Context: an optimization exercise on an open-source flow, tuned for small area. The choices shown serve that exercise and are no tape-out recipe. Function was checked by simulation only, so behaviour that the tests miss may differ from the original. Power figures rest on the tool's default switching activity, not on a simulated workload.

## Q
## biquad_chain
module biquad_chain (
    input  wire        clk,
    input  wire        rst,
    input  wire        cfg_we,
    input  wire [3:0]  cfg_addr,
    input  wire [17:0] cfg_data,
    input  wire        in_valid,
    output wire        in_ready,
    input  wire [15:0] in_l,
    input  wire [15:0] in_r,
    output wire        out_valid,
    input  wire        out_ready,
    output wire [15:0] out_l,
    output wire [15:0] out_r
);
    reg  [5:0] ph;
    reg        active;       
    reg        fresh;        
    reg        ov;
    assign in_ready  = (ph == 6'd63) && (!ov || out_ready);
    assign out_valid = ov;
    wire accept = in_valid && in_ready;
    function [1:0] dig;
        input [5:0] p;
        begin
            if (p >= 6'd56)      dig = (p == 6'd56) ? 2'd0 : (p == 6'd57) ? 2'd1 : 2'd2;
            else if (p >= 6'd49) dig = 2'd0;
            else                 dig = (p - 6'd1) % 3;
        end
    endfunction
    reg  [1:0] di;           
    reg [17:0] cr [0:15];
    function [3:0] slot_of;
        input [3:0] a;
        case (a)
            4'd0: slot_of = 4'd0;   4'd1: slot_of = 4'd3;   4'd2: slot_of = 4'd9;
            4'd3: slot_of = 4'd6;   4'd4: slot_of = 4'd12;  4'd5: slot_of = 4'd1;
            4'd6: slot_of = 4'd4;   4'd7: slot_of = 4'd10;  4'd8: slot_of = 4'd7;
            4'd9: slot_of = 4'd13;  4'd10: slot_of = 4'd15; 4'd11: slot_of = 4'd2;
            4'd12: slot_of = 4'd11; 4'd13: slot_of = 4'd5;  4'd14: slot_of = 4'd14;
            default: slot_of = 4'd8;
        endcase
    endfunction
    wire [3:0] wpos = slot_of(cfg_addr) - ph[3:0] - 4'd1;
    wire [17:0] wdat  = cfg_data & {18{~rst}};
    wire [17:0] wdat1 = wdat | {3'd0, rst, 14'd0};
    genvar gp;
    generate
        for (gp = 0; gp < 16; gp = gp + 1) begin : g_ring
            wire wsel = rst || (cfg_we && wpos == gp);
            always @(posedge clk) begin
                if (wsel)
                    cr[gp] <= (gp == 0 || gp == 1 || gp == 15 || gp == 8) ? wdat1 : wdat;
                else
                    cr[gp] <= cr[(gp + 1) % 16];
            end
        end
  ...
Size in the first run: ~2900 cells after synthesis.
clock: 22.0 ns
lec_check: 0
abc_area: 1
cap_margin: 20
core_margin: 2
core_utilization: 50
cts_buf_list: sky130_fd_sc_hd__clkbuf_16
cts_cluster_diameter: 100
cts_cluster_size: 25
slew_margin: 20
standard.sh (not shown) runs the stock make flow with config.mk's settings and CLKGATE_MAP_FILE= SYNTH_SCRIPT=/design/flow/synth_recipe.tcl, a recipe that flattens the netlist after the stock synthesis.
==> flow/flow/run.sh <==
#!/bin/bash
# Standard layout, with the port buffers made of the smallest buffer cell
# (sky130_fd_sc_hd__buf_1) instead of the default clkdlybuf4s50_1.
set -euo pipefail
export BUFFER_PORTS_ARGS="-buffer_cell sky130_fd_sc_hd__buf_1"
bash standard.sh > standard.log 2>&1
Q finished end to end and its layout was clean on timing, DRC and antenna.
Input changes introduced in P (baseline for comparison: Q):
==> flow/run.sh (new file) <==
#!/bin/bash
# synth_recipe.tcl (not shown) runs the flow's synth.tcl, then flattens the netlist and writes it again
# the make line also repeats each setting of config.mk as NAME=value (left out here)
make -C /OpenROAD-flow-scripts/flow DESIGN_CONFIG=/design/flow/config.mk WORK_HOME=/design/flow/orfs CLKGATE_MAP_FILE= SYNTH_SCRIPT=/design/flow/synth_recipe.tcl finish
removed: flow/flow/run.sh
removed: flow/standard.sh
Findings:
Looking at the reports, P completed the entire flow and the layout it produced met the timing, DRC and antenna checks. The run showing the smaller setup slack is P. [P] maximum vdd drop rose 5.7% relative to Q. Across both runs, post-synthesis to final-layout area growth was higher for P than for Q. | clock-net power | P vs Q | worse |. On global-route wire length before repair: P sits above Q. Summary — sequential share of layout area, P relative to Q: lower, by 1.2 points. Power density over cell area was higher in the run labelled Q. Setup TNS came out exactly the same in P and Q. Going from Q to P, the final critical path time including I/O delays and setup was found to have gone up by 28 ps.

biquad_chain, a different RTL version from the one above (not shown whole).
Size in the first run: ~3,000 cells after synthesis, ~650 flip-flops, about 93 I/O pins, roughly 27,000 sq um of cells after synthesis.
Settings: LEC_CHECK=0, ABC_AREA=1, CAP_MARGIN=20, CORE_MARGIN=2, CORE_UTILIZATION=60, CTS_BUF_LIST=sky130_fd_sc_hd__clkbuf_16, CTS_CLUSTER_DIAMETER=100, CTS_CLUSTER_SIZE=25, SLEW_MARGIN=20; clock period 22.0 ns.
==> flow/flow/run.sh <==
#!/bin/bash
# Standard layout, with the port buffers made of the smallest buffer cell
# (sky130_fd_sc_hd__buf_1) instead of the default clkdlybuf4s50_1.
set -euo pipefail
export BUFFER_PORTS_ARGS="-buffer_cell sky130_fd_sc_hd__buf_1"
bash standard.sh > standard.log 2>&1
The starting point went through all stages and came out clean.
Change:
Settings changed: CORE_UTILIZATION 60 to 50.
After rerunning:
- critical path depth rises by 2
- fmax falls by 3.8%
- flip-flop and latch count does not change
- via count falls by 0.81%
- hold slack is better by 0.0065 ns
- synthesized cell count is unchanged
- design area rises by 0.48%
- combinational power falls by about 2%
- wire length rises by 3.7%
- global-route usage falls by 4.2 points
Change:
==> flow/run.sh (new file) <==
#!/bin/bash
# synth_recipe.tcl (not shown) runs the flow's synth.tcl, then flattens the netlist and writes it again
# the make line also repeats each setting of config.mk as NAME=value (left out here)
make -C /OpenROAD-flow-scripts/flow DESIGN_CONFIG=/design/flow/config.mk WORK_HOME=/design/flow/orfs CLKGATE_MAP_FILE= SYNTH_SCRIPT=/design/flow/synth_recipe.tcl finish
removed: flow/flow/run.sh
removed: flow/standard.sh
Total power is about the same.
First-iteration DRC count drops by 2.3%.
Fmax drops by 2.7%.
Final area climbs by 1.7%.

-- port drivers added, routing unchanged --
In the flow no input, the clock included, has a driving cell. The finished layouts below were timed again as built, in two steps.
Step 1: set_driving_cell puts a clkbuf_16 on clk and a buf_2 on each other input, an assumption about the parent block.
Step 2 times the ports against the registers' clock, not the clock port: input delays grow and output delays shrink by t, the midpoint of the rising clock arrivals with the driver on.
Slacks: ideal ports / drivers / drivers and shift; pairs: ideal ports / drivers.
run	shift t [ns]	setup slack, ns	hold WS [ns]	clock arrival spread, ns	worst register clock-pin slew, ns
Q	0.657	8.178 / 8.178 / 8.178	0.415 / 0.415 / 0.415	0.020 / 0.020	0.11 / 0.11
P	0.669	8.149 / 8.149 / 8.149	0.411 / 0.411 / 0.411	0.022 / 0.021	0.11 / 0.11
the first run of note 2	0.677	8.223 / 8.223 / 8.223	0.415 / 0.415 / 0.415	0.026 / 0.026	0.11 / 0.11
the second run of note 2	0.674	7.684 / 7.684 / 7.684	0.421 / 0.421 / 0.421	0.032 / 0.032	0.11 / 0.11
the third run of note 2	0.670	7.285 / 7.285 / 7.285	0.403 / 0.403 / 0.403	0.027 / 0.028	0.11 / 0.11
After both steps every run listed still meets setup and hold.
